Background: an optimization exercise with open tools, aiming at small area, a short achievable clock period and few clock cycles per item. Do not read the settings as production practice.
RTL that was checked went through simulation tests only; none was proved equivalent to the original.
No activity file was given, so power comes from the tool's default toggle rates.

// frame_extractor
module frame_extractor (
    input  wire        clk,
    input  wire        rst,
    input  wire        start,
    input  wire [23:0] cfg_raw_len,
    input  wire [31:0] cfg_start_off,
    input  wire [15:0] cfg_payload_len,
    input  wire [31:0] cfg_expected_len,
    output wire        busy,
    input  wire        in_valid,
    output wire        in_ready,
    input  wire [31:0] in_data,
    output reg         out_valid,
    output reg  [31:0] out_data,
    output reg  [2:0]  out_count,
    output wire        done,
    output wire        res_ok,
    output wire [23:0] res_len
);
    reg        busy_q;
    reg        busy_o;        
    reg        rdy_q;
    reg        done_q;
    reg        res_ok_q;
    reg [15:0] plen_q;
    reg        exp_hi_q;      
    reg        skip_inf_q;    
    reg [23:0] rem_q;         
    reg        rge4_q;        
    reg        rgt4_q;        
    reg [31:0] wbuf;          
    reg        wv_q;          
    reg [2:0]  wn_q;          
    reg        cs_q;
    reg        copy_q;
    reg [23:0] r_q;           
    reg [1:0]  o_q;
    reg [2:0]  rc_q;          
    reg [2:0]  ccs_q;         
    reg        rle4_q;        
    reg        ha_q, hb_q, hc_q;
    reg [8:0]  seq_q;         
    reg        rle8_q;        
    reg        plen_lt16;     
    reg [23:0] out_len;       
    reg [23:0] dexp_q;        
    assign busy     = busy_o;
    assign in_ready = rdy_q;
    assign done     = done_q;
    assign res_len  = out_len;
    assign res_ok   = res_ok_q;
    wire accept   = in_valid && rdy_q;
    wire rem_gt8  = (rem_q[23:4] != 20'd0) || (rem_q[3] && rem_q[2:0] != 3'd0);
    wire rem_ge8  = (rem_q[23:3] != 21'd0);
    wire more     = rgt4_q;                       
    wire big      = rge4_q;                       
    wire rem_nz   = rge4_q || (rem_q[1:0] != 2'd0);
    wire cfg_ge4  = (cfg_raw_len[23:2] != 22'd0);
    wire cfg_gt4  = (cfg_raw_len[23:3] != 21'd0) || (cfg_raw_len[2] && cfg_raw_len[1:0] != 2'd0);
    wire [7:0] b0 = wbuf[7:0];
    wire [7:0] b1 = wbuf[15:8];
    wire [7:0] b2 = wbuf[23:16];
    wire [7:0] b3 = wbuf[31:24];
    wire [7:0] sq = seq_q[7:0];
    wire [8:0] seq1 = seq_q + 9'd1;
  ...
==> flow/config.mk <==
export PLATFORM = sky130hd
export DESIGN_NAME = frame_extractor
export DESIGN_NICKNAME = frame_extractor
export VERILOG_FILES = /design/flow/design.v
export SDC_FILE = /design/flow/constraint.sdc
export NUM_CORES = 4
export LEC_CHECK = 0
export CAP_MARGIN = 20
export CORE_MARGIN = 2
export CORE_UTILIZATION = 40
export PLACE_DENSITY = 0.6
export SLEW_MARGIN = 20
==> flow/constraint.sdc <==
create_clock -name core_clock -period 10.0 [get_ports {clk}]
set_input_delay 2.0000 -clock core_clock [delete_from_list [all_inputs] [get_ports {clk}]]
set_output_delay 2.0000 -clock core_clock [all_outputs]
set_load 0.01 [all_outputs]
standard.sh (not shown) runs the stock make flow with config.mk's settings and CLKGATE_MAP_FILE= SYNTH_SCRIPT=/design/flow/synth_recipe.tcl, a recipe that flattens the netlist after the stock synthesis.
==> flow/flow/run.sh <==
#!/bin/bash
# Standard ORFS flow (the standard.sh), with smaller port buffers, a
# leaner clock tree and timing repair aimed below the clock period. Each
# tool's full log stays under orfs/logs; make's own output goes to
# flow_make.log.
set -euo pipefail
bash standard.sh \
  "BUFFER_PORTS_ARGS=-buffer_cell sky130_fd_sc_hd__buf_1" \
  "CTS_ARGS=-sink_clustering_enable -repair_clock_nets -buf_list sky130_fd_sc_hd__clkbuf_8 -sink_clustering_size 16 -sink_clustering_max_diameter 70 -dont_use_dummy_load" \
  SETUP_SLACK_MARGIN=6.7 \
  finish > flow_make.log 2>&1
Testbench counts at the start, summed over its fixed seeds: cycles 21,210, bytes 81,204.
Rerun with:
--- a/flow/flow/run.sh
+++ b/flow/flow/run.sh
@@ -9,3 +9,3 @@
   "CTS_ARGS=-sink_clustering_enable -repair_clock_nets -buf_list sky130_fd_sc_hd__clkbuf_8 -sink_clustering_size 16 -sink_clustering_max_diameter 70 -dont_use_dummy_load" \
-  SETUP_SLACK_MARGIN=6.7 \
+  SETUP_SLACK_MARGIN=6.5 \
   finish > flow_make.log 2>&1
Worst setup slack gets worse by 140 ps.
Cell area falls by a few percent.
Via count fell slightly.
Total power drops slightly.
Sequential share of layout area rose by 0.78 points.
Synthesized area stays the same.
Routed wire length drops by a few percent.
Fmax is lower by a few percent.
Global-route usage went down by 0.63 points.
Register-to-register slack gets worse by 140 ps.
Rerun with:
--- a/flow/flow/run.sh
+++ b/flow/flow/run.sh
@@ -8,3 +8,3 @@
   "BUFFER_PORTS_ARGS=-buffer_cell sky130_fd_sc_hd__buf_1" \
-  "CTS_ARGS=-sink_clustering_enable -repair_clock_nets -buf_list sky130_fd_sc_hd__clkbuf_8 -sink_clustering_size 16 -sink_clustering_max_diameter 70 -dont_use_dummy_load" \
+  "CTS_ARGS=-sink_clustering_enable -repair_clock_nets -buf_list sky130_fd_sc_hd__clkbuf_8 -dont_use_dummy_load" \
   SETUP_SLACK_MARGIN=6.5 \
Final cell count rises by 0.94%.
Design area rises by 1.9%.
Wire length rises by 0.52%.
Sequential power hardly moves.
Global-route usage rises by 0.37 points.
Power rises by 12%.
Count of clock-buffer cells in the layout rises by 21.
Hold slack is better by 5.3 ps.
Rerun with:
--- a/flow/flow/run.sh
+++ b/flow/flow/run.sh
@@ -8,3 +8,3 @@
   "BUFFER_PORTS_ARGS=-buffer_cell sky130_fd_sc_hd__buf_1" \
-  "CTS_ARGS=-sink_clustering_enable -repair_clock_nets -buf_list sky130_fd_sc_hd__clkbuf_8 -dont_use_dummy_load" \
+  "CTS_ARGS=-sink_clustering_enable -repair_clock_nets -buf_list sky130_fd_sc_hd__clkbuf_16 -sink_clustering_size 28 -sink_clustering_max_diameter 70 -dont_use_dummy_load" \
   SETUP_SLACK_MARGIN=6.5 \
The changed run completed with no timing, DRC or antenna violations.
Final area came out lower by about 0.43%.
Via count came out lower by about 0.9%.
Clock skew goes down by 14 ps.
Area after synthesis does not change.

* * *

Setup of exp/maple:
Another version of the RTL of frame_extractor (not shown whole).
Size: ~1400 cells after synthesis, about 220 flip-flops, about 200 I/O pins, about 0.013 mm² of cells after synthesis.
## frame_extractor
module frame_extractor (
    input  wire        clk,
    input  wire        rst,
    input  wire        start,
    input  wire [23:0] cfg_raw_len,
    input  wire [31:0] cfg_start_off,
    input  wire [15:0] cfg_payload_len,
    input  wire [31:0] cfg_expected_len,
    output wire        busy,
    input  wire        in_valid,
    output wire        in_ready,
    input  wire [31:0] in_data,
    output reg         out_valid,
    output reg  [31:0] out_data,
    output reg  [2:0]  out_count,
    output wire        done,
    output wire        res_ok,
    output wire [23:0] res_len
);
    reg        busy_q;
    reg        rdy_q;
    reg        done_q;
    reg        res_ok_q;
    reg [15:0] plen_q;
    reg        exp_hi_q;      
    reg        skip_inf_q;    
    reg [23:0] rem_q;         
    reg [31:0] wbuf;          
    reg        wv_q;          
    reg [2:0]  wn_q;          
    reg        cs_q;
    reg        copy_q;
    reg [23:0] r_q;
    reg        rle4_q;        
    reg        ha_q, hb_q, hc_q;
    reg [8:0]  seq_q;         
    reg [23:0] out_len;       
    reg [23:0] dexp_q;        
    assign busy     = busy_q;
    assign in_ready = rdy_q;
    assign done     = done_q;
    assign res_len  = out_len;
    assign res_ok   = res_ok_q;
    wire accept   = in_valid && rdy_q;
    wire rem_gt4  = (rem_q[23:3] != 21'd0) || (rem_q[2] && rem_q[1:0] != 2'd0);
    wire rem_ge4  = (rem_q[23:2] != 22'd0);
    wire rem_gt8  = (rem_q[23:4] != 20'd0) || (rem_q[3] && rem_q[2:0] != 3'd0);
    wire rem_ge8  = (rem_q[23:3] != 21'd0);
    wire more     = wv_q ? rem_gt8 : rem_gt4;     
    wire big      = wv_q ? rem_ge8 : rem_ge4;     
    wire rem_nz   = (rem_q != 24'd0);
    wire [7:0] b0 = wbuf[7:0];
    wire [7:0] b1 = wbuf[15:8];
    wire [7:0] b2 = wbuf[23:16];
    wire [7:0] b3 = wbuf[31:24];
    wire [7:0] sq = seq_q[7:0];
  ...
export LEC_CHECK = 0
export CAP_MARGIN = 20
export CORE_MARGIN = 2
export CORE_UTILIZATION = 40
export PLACE_DENSITY = 0.6
export SLEW_MARGIN = 20
create_clock -name core_clock -period 10.0 [get_ports {clk}]
==> flow/flow/run.sh <==
#!/bin/bash
# Standard ORFS flow (the standard.sh), with smaller port buffers, a
# leaner clock tree and timing repair aimed below the clock period. Each
# tool's full log stays under orfs/logs; make's own output goes to
# flow_make.log.
set -euo pipefail
bash standard.sh \
  "BUFFER_PORTS_ARGS=-buffer_cell sky130_fd_sc_hd__buf_1" \
  "CTS_ARGS=-sink_clustering_enable -repair_clock_nets -buf_list sky130_fd_sc_hd__clkbuf_8 -dont_use_dummy_load" \
  SETUP_SLACK_MARGIN=7.0 \
  finish > flow_make.log 2>&1
Relative to exp/maple, the following input files were edited for exp/willow:
-- flow/flow/run.sh --
<<< exp/maple, line 9
  "CTS_ARGS=-sink_clustering_enable -repair_clock_nets -buf_list sky130_fd_sc_hd__clkbuf_8 -dont_use_dummy_load" \
  SETUP_SLACK_MARGIN=7.0 \
  finish > flow_make.log 2>&1
>>> exp/willow, line 9
  "CTS_ARGS=-sink_clustering_enable -repair_clock_nets -buf_list sky130_fd_sc_hd__clkbuf_8 -dont_use_dummy_load" \
  SETUP_SLACK_MARGIN=6.5 \
  finish > flow_make.log 2>&1
==> comparison <==
exp/willow finished every step from synthesis to the final layout, and the layout passed the timing, design-rule and antenna checks. As far as count of endpoints failing setup in the final report goes, exp/willow and exp/maple are indistinguishable; the numbers are identical. Termination of the worst setup path: seq_q[3]$_SDFFE_PN0P_ -> exp/maple, res_ok_q$_DFFE_PP_ -> exp/willow. The final critical-path setup slack of exp/willow is lower than that of exp/maple. exp/willow against exp/maple: combinational fraction of design power -1.7 points, post-layout minimum cycle time picked up an extra 0.33 ns, net total in the final layout dropped 134. Summary of exp/willow over exp/maple: global-route usage down 0.97 points; total routed wirelength down about 9%; final-layout clock buffer total up 2.6%. exp/willow vs. exp/maple: sequential share of layout area went up by 3.9 points. Reported for exp/willow and exp/maple, number of flops mapped to enable cells by yosys turned out identical to the last digit. Cell-internal power went down slightly going from exp/maple to exp/willow.
--- input diff exp/willow..exp/harbor ---
==> flow/flow/run.sh <==
#!/bin/bash
# Standard ORFS flow (the standard.sh), with smaller port buffers and a
# leaner clock tree. Each tool's full log stays under orfs/logs; make's own
# output goes to flow_make.log.
set -euo pipefail
bash standard.sh \
  "BUFFER_PORTS_ARGS=-buffer_cell sky130_fd_sc_hd__buf_1" \
  "CTS_ARGS=-sink_clustering_enable -repair_clock_nets -buf_list sky130_fd_sc_hd__clkbuf_8 -dont_use_dummy_load" \
  finish > flow_make.log 2>&1
Notes after the runs:
- Summary: with exp/willow as the reference, power in exp/harbor moved up slightly.
- Row final critical-path share of the clock period: exp/harbor higher / exp/willow lower
- From exp/willow to exp/harbor the numbers moved as follows: global-route usage lost 0.62 points; area of all placed cells without fillers dropped 1.9%; count of clock-net buffers in the final layout up about 5%; routed wire length per instance shows a reduction of 0.49 µm.
- Per the comparison of exp/harbor with exp/willow, detail-routed via count per cell did not really move; setup slack saw a decrease; largest fanout on the critical path climbed 25.
No run of this note included a check of the RTL's function; only the layout flow was run.

* * *

## TR
frame_extractor, a different RTL version from the one above (not shown whole).
Size: about 230 flip-flops, about 200 I/O pins, about 13000 um2 of cells after synthesis.
// frame_extractor
module frame_extractor (
    input  wire        clk,
    input  wire        rst,
    input  wire        start,
    input  wire [23:0] cfg_raw_len,
    input  wire [31:0] cfg_start_off,
    input  wire [15:0] cfg_payload_len,
    input  wire [31:0] cfg_expected_len,
    output wire        busy,
    input  wire        in_valid,
    output wire        in_ready,
    input  wire [31:0] in_data,
    output reg         out_valid,
    output reg  [31:0] out_data,
    output reg  [2:0]  out_count,
    output wire        done,
    output wire        res_ok,
    output wire [23:0] res_len
);
export LEC_CHECK = 0
export CAP_MARGIN = 20
export CORE_MARGIN = 2
export CORE_UTILIZATION = 40
export PLACE_DENSITY = 0.6
export SLEW_MARGIN = 20
create_clock -name core_clock -period 10.0 [get_ports {clk}]
==> flow/flow/run.sh <==
#!/bin/bash
# Standard ORFS flow (the standard.sh), with smaller port buffers, a
# leaner clock tree and timing repair aimed below the clock period. Each
# tool's full log stays under orfs/logs; make's own output goes to
# flow_make.log.
set -euo pipefail
bash standard.sh \
  "BUFFER_PORTS_ARGS=-buffer_cell sky130_fd_sc_hd__buf_1" \
  "CTS_ARGS=-sink_clustering_enable -repair_clock_nets -buf_list sky130_fd_sc_hd__clkbuf_8 -sink_clustering_size 16 -sink_clustering_max_diameter 70 -dont_use_dummy_load" \
  SETUP_SLACK_MARGIN=6.5 \
  finish > flow_make.log 2>&1
The inputs of JK differ from those of TR as listed below.
==> flow/flow/run.sh <==
#!/bin/bash
# Standard ORFS flow (the standard.sh), with smaller port buffers, a
# leaner clock tree and timing repair aimed below the clock period. Each
# tool's full log stays under orfs/logs; make's own output goes to
# flow_make.log.
set -euo pipefail
bash standard.sh \
  "BUFFER_PORTS_ARGS=-buffer_cell sky130_fd_sc_hd__buf_1" \
  "CTS_ARGS=-sink_clustering_enable -repair_clock_nets -buf_list sky130_fd_sc_hd__clkbuf_8 -sink_clustering_size 16 -sink_clustering_max_diameter 70 -dont_use_dummy_load" \
  SETUP_SLACK_MARGIN=6.0 \
  finish > flow_make.log 2>&1
==> comparison <==
- Lower net switching power goes to JK over TR.
- Count of multi-input gates essentially unchanged between JK and TR.
- Looking at final routed wire length divided by cell count, JK sits about 1.6% below TR.
- Re routed length on met2: JK is 130 um down on TR.
- Comparing the two runs side by side, JK comes out ahead of TR on maximum clock skew at final layout.
- Going from TR to JK, the post-route fraction of the period consumed by the critical path was found to have gone up by 0.37 points.
- Against TR, JK comes in 8.7% lower on largest voltage drop on the vdd net.
- Relative to TR, the area after detailed placement measured on JK has decreased slightly.
No functional check of the RTL was part of any run of this note.

* * *

build 37:
Another version of the RTL of frame_extractor (not shown whole).
Size: roughly 1400 cells after synthesis, ~230 flip-flops, about 200 I/O pins.
==> flow/config.mk <==
export PLATFORM = sky130hd
export DESIGN_NAME = frame_extractor
export DESIGN_NICKNAME = frame_extractor
export VERILOG_FILES = /design/flow/design.v
export SDC_FILE = /design/flow/constraint.sdc
export NUM_CORES = 4
export LEC_CHECK = 0
export CAP_MARGIN = 20
export CORE_MARGIN = 2
export CORE_UTILIZATION = 40
export PLACE_DENSITY = 0.6
export SLEW_MARGIN = 20
==> flow/constraint.sdc <==
create_clock -name core_clock -period 10.0 [get_ports {clk}]
set_input_delay 2.0000 -clock core_clock [delete_from_list [all_inputs] [get_ports {clk}]]
set_output_delay 2.0000 -clock core_clock [all_outputs]
set_load 0.01 [all_outputs]
==> flow/flow/run.sh <==
#!/bin/bash
# Standard ORFS flow (the standard.sh), with smaller port buffers, a
# leaner clock tree and timing repair aimed below the clock period. Each
# tool's full log stays under orfs/logs; make's own output goes to
# flow_make.log.
set -euo pipefail
bash standard.sh \
  "BUFFER_PORTS_ARGS=-buffer_cell sky130_fd_sc_hd__buf_1" \
  "CTS_ARGS=-sink_clustering_enable -repair_clock_nets -buf_list sky130_fd_sc_hd__clkbuf_8 -sink_clustering_size 16 -sink_clustering_max_diameter 70 -dont_use_dummy_load" \
  SETUP_SLACK_MARGIN=6.7 \
  finish > flow_make.log 2>&1
Build 37 | stages: all done | timing, DRC, antenna: all pass
Testbench counts of build 37, summed over its fixed seeds: cycles 21,210, bytes 81,204.
Modified inputs, build 40 compared to build 37
--- a/flow/flow/run.sh
+++ b/flow/flow/run.sh
@@ -10 +10 @@
-  SETUP_SLACK_MARGIN=6.7 \
+  SETUP_SLACK_MARGIN=6.9 \
Findings:
When build 40 is measured against build 37, its worst relative slew slack turns out 0.17 points higher.
[compare] base=build 37 new=build 40: setup slack up 140 ps; power flat.
Build 40 falls short of build 37 in cell area.
The core of build 40 is more densely filled than that of build 37.
Inputs modified between build 40 and build 16:
--- a/flow/flow/run.sh
+++ b/flow/flow/run.sh
@@ -10 +10 @@
-  SETUP_SLACK_MARGIN=6.9 \
+  SETUP_SLACK_MARGIN=6.8 \
==> comparison <==
- Build 16: flow completed, timing, DRC and antenna clean
- Summary: with build 40 as the reference, wire length on met1 in build 16 moved down by a few percent.
- Re worst path setup slack after routing: build 16 is 45 ps down on build 40.
- Post-cts repair resize count in build 16 is 63 below build 40.
- Diff build 40 -> build 16: die area shows no meaningful change; power held; shortest period the worst path allows saw an increase.
The following lists how build 69 was set up differently from build 16:
--- a/flow/flow/run.sh
+++ b/flow/flow/run.sh
@@ -10 +10 @@
-  SETUP_SLACK_MARGIN=6.8 \
+  SETUP_SLACK_MARGIN=6.5 \
Results
Sequential share of layout area of build 16 is on par with build 69. From build 16 to build 69 the numbers moved as follows: footprint of the multi-input gates shrank by 1.1%, overall routed net length shrank by 250 µm, cell count held steady. Of build 69 and build 16, the run reporting the lower setup slack was build 69. Max-cap violation count essentially unchanged between build 16 and build 69. Between build 16 and build 69, the maximum resistive drop on vdd does not differ in any meaningful way. Final-layout fill cell count grows slightly when moving from build 16 to build 69. Switching power summed over all nets, build 69 vs build 16: down slightly.

## static timing again, ports no longer ideal
The flow's constraints put no driver on any port. The routed layouts listed below were extracted and timed again, unchanged, in two steps.
Step 1: set_driving_cell puts a clkbuf_16 on clk and a buf_2 on each other input, an assumption about the parent block.
Step 2, shift: input delay + t, output delay - t, t = (earliest + latest rising clock arrival at the registers) / 2. This alone moves slack from input paths to output paths.
Three values: ideal, step 1, step 2; two values: the first two.
run | shift t [ns] | setup WS [ns] | clock arrival spread, ns | pins driven straight from the clock port
the first run of note 1 | 0.578 | 6.785 / 6.751 / 6.524 | 0.052 / 0.052 | 1
the second run of note 1 | 0.572 | 6.649 / 6.649 / 6.564 | 0.064 / 0.063 | 1
the third run of note 1 | 0.585 | 6.677 / 6.676 / 6.549 | 0.062 / 0.063 | 1
the fourth run of note 1 | 0.549 | 6.688 / 6.688 / 6.573 | 0.048 / 0.048 | 1
exp/maple | 0.583 | 6.867 / 6.821 / 6.867 | 0.047 / 0.048 | 1
exp/willow | 0.562 | 6.538 / 6.538 / 6.538 | 0.049 / 0.050 | 1
exp/harbor | 0.575 | 5.555 / 5.555 / 5.555 | 0.073 / 0.074 | 1
TR | 0.578 | 6.165 / 6.165 / 6.165 | 0.081 / 0.082 | 1
JK | 0.576 | 6.128 / 6.128 / 6.128 | 0.052 / 0.052 | 1
build 37 | 0.589 | 6.753 / 6.704 / 6.554 | 0.071 / 0.071 | 1
build 40 | 0.598 | 6.896 / 6.845 / 6.587 | 0.075 / 0.074 | 1
build 16 | 0.591 | 6.851 / 6.802 / 6.550 | 0.073 / 0.073 | 1
build 69 | 0.591 | 6.608 / 6.608 / 6.557 | 0.070 / 0.070 | 1
After both steps every run listed still meets setup and hold. For build 40, which loses most, drivers alone change the setup slack by -0.051 ns; drivers and shift together by -0.309 ns.
